Background: an optimization exercise with open tools, aiming at small area, a short achievable clock period and few clock cycles per item. Do not read the settings as production practice.
Function was checked by simulation only, so behaviour that the tests miss may differ from the original.
No activity file was given, so power comes from the tool's default toggle rates.

== run 1 ==
// glyph_rounder
module glyph_rounder (
    input  wire       clk,
    input  wire       rst,         
    input  wire       in_valid,
    output wire       in_ready,
    input  wire [7:0] in_data,
    output wire       out_valid,
    input  wire       out_ready,
    output wire [7:0] out_data
);
clock: 8.0 ns
lec_check: 0
abc_area: 1
cap_margin: 20
core_margin: 2
core_utilization: 40
cts_buf_list: sky130_fd_sc_hd__clkbuf_8
cts_cluster_diameter: 100
cts_cluster_size: 30
place_density: 0.6
setup_slack_margin: 5.0
slew_margin: 20
standard.sh (not shown) runs the stock make flow with config.mk's settings and CLKGATE_MAP_FILE= SYNTH_SCRIPT=/design/flow/synth_recipe.tcl, a recipe that flattens the netlist after the stock synthesis.
==> flow/flow/run.sh <==
#!/bin/bash
# Standard layout with sky130_fd_sc_hd__buf_2 port buffers, a tighter
# repair_timing target and explicit clock tree settings.  Make's output goes
# to flow_make.log; each ORFS step keeps its own log under orfs/logs/.
set -euo pipefail
bash standard.sh finish \
    "BUFFER_PORTS_ARGS=-buffer_cell sky130_fd_sc_hd__buf_2" \
    SETUP_SLACK_MARGIN=5.6 \
    "CTS_ARGS=-sink_clustering_enable -repair_clock_nets -sink_clustering_size 30 -sink_clustering_max_diameter 150 -sink_clustering_levels 1 -buf_list sky130_fd_sc_hd__clkbuf_8 -root_buf sky130_fd_sc_hd__clkbuf_16" \
    > flow_make.log 2>&1
Run 1 completed; timing, DRC and antenna clean
Testbench counts of run 1, summed over its fixed seeds: cycles 25,680, items 3,200.
The following lists how run 2 was set up differently from run 1:
- CTS_CLUSTER_DIAMETER: 100 -> unset
- CTS_CLUSTER_SIZE: 30 -> unset
- CTS_BUF_LIST: sky130_fd_sc_hd__clkbuf_8 -> sky130_fd_sc_hd__clkbuf_4
==> flow/flow/run.sh <==
#!/bin/bash
# Standard layout, with the port buffers made of sky130_fd_sc_hd__buf_2
# instead of the cell buffer_ports picks by default.  Make's output goes to
# flow_make.log; each ORFS step keeps its own log under orfs/logs/.
set -euo pipefail
bash standard.sh finish \
    "BUFFER_PORTS_ARGS=-buffer_cell sky130_fd_sc_hd__buf_2" > flow_make.log 2>&1
Notes after the runs:
Run 2: done, clean on timing, DRC and antenna. Going from run 1 to run 2, final core utilization went down, detailed-route wire length per cell now smaller. NOTE: overall global routing resource usage in run 2 falls short of that of run 1. Initial core utilization: run 1 vs run 2 identical. Delta (run 2 minus run 1): wire length of the first global-routing pass fell by 4.2%; placed cell area fell by 1.0%; final cell count without fillers fell by 13; final non-filler cell area fell by 4.8%; fraction of met1 tracks used by global routing fell by 0.32 points.
For run 3, these inputs were changed with respect to run 2:
- a deleted CTS_BUF_LIST that had been sky130_fd_sc_hd__clkbuf_4
==> flow/flow/run.sh <==
#!/bin/bash
# Standard ORFS layout (the standard.sh) with a few extra make settings:
# port buffers of a chosen cell, the repair_timing target and clock tree
# options.  Make's output goes to flow_make.log; each ORFS step keeps its own
# log under orfs/logs/.
set -euo pipefail
bash standard.sh finish \
    "BUFFER_PORTS_ARGS=-buffer_cell sky130_fd_sc_hd__buf_2" \
    SETUP_SLACK_MARGIN=5.6 \
    "CTS_ARGS=-sink_clustering_enable -repair_clock_nets -buf_list sky130_fd_sc_hd__clkbuf_4 -root_buf sky130_fd_sc_hd__clkbuf_16" \
    > flow_make.log 2>&1
Results
- Going from run 2 to run 3, cell area went up; final hold slack went down; global routing met2 resource utilization went up; leakage power went up; number of post-CTS setup repair buffers went up.
- Sort run 2 and run 3 by number of vias per cell, descending, and run 3 comes first.
- Comparing run 2 and run 3, register share of the cell area is lower on run 3.
- Run 3 ended up with a higher fraction of final layout cells with drive strength greater than 1 than run 2 did.
- Against run 2, run 3 comes in 11 higher on non-filler instance count after layout.
- Cell depth of the worst hold path: run 2 vs run 3 identical
- Run 3 reports its beginning of the critical path as obuf[6] while run 2 reports sv.
Modified inputs, run 4 compared to run 3
- putting CTS_CLUSTER_SIZE at 40 where nothing was set
- putting CTS_BUF_LIST at sky130_fd_sc_hd__clkbuf_16 where nothing was set
- putting CTS_CLUSTER_DIAMETER at 100 where nothing was set
==> flow/flow/run.sh <==
#!/bin/bash
# Standard layout, with the port buffers made of sky130_fd_sc_hd__buf_2
# instead of the cell buffer_ports picks by default.  Make's output goes to
# flow_make.log; each ORFS step keeps its own log under orfs/logs/.
set -euo pipefail
bash standard.sh finish \
    "BUFFER_PORTS_ARGS=-buffer_cell sky130_fd_sc_hd__buf_2" SETUP_SLACK_MARGIN=5.6 > flow_make.log 2>&1
Notes after the runs:
- Per the comparison of run 4 with run 3, global-route usage moved up, total power went up by about 24%, worst path setup slack after routing went down, fraction of final layout cells with drive strength greater than 1 fell by 0.94 points.
- Relative to run 3, the time the final worst path needs with I/O delays and setup of run 4 is higher by 0.042 ns.

what the ideal ports hide:
No port has a modelled driver above. Below, the same layouts with a new extraction and two added sets of constraints.
Step 1 assumes that a clkbuf_16 drives the clock port and a buf_2 every other input.
Step 2 also shifts input and output timing later by t, the mid clock arrival at the registers, as if the neighbouring blocks saw the same clock.
Slacks: ideal ports / drivers / drivers and shift; pairs: ideal ports / drivers.
| run | t, ns | setup slack, ns | worst register clock-pin slew, ns | worst data-port slew with drivers (ns) | cell pins on the clock port's net |
|---|---|---|---|---|---|
| run 1 | 0.387 | 5.502 / 5.466 / 5.324 | 0.07 / 0.07 | 0.03 | 1 |
| run 2 | 0.528 | 5.257 / 5.257 / 4.757 | 0.12 / 0.12 | 0.03 | 1 |
| run 3 | 0.387 | 5.494 / 5.459 / 5.265 | 0.11 / 0.11 | 0.03 | 1 |
| run 4 | 0.438 | 5.452 / 5.417 / 5.257 | 0.06 / 0.06 | 0.03 | 1 |
After both steps setup and hold are still met in every run listed. For run 2, which loses most, drivers alone change the setup slack by 0.000 ns; drivers and shift together by -0.500 ns.
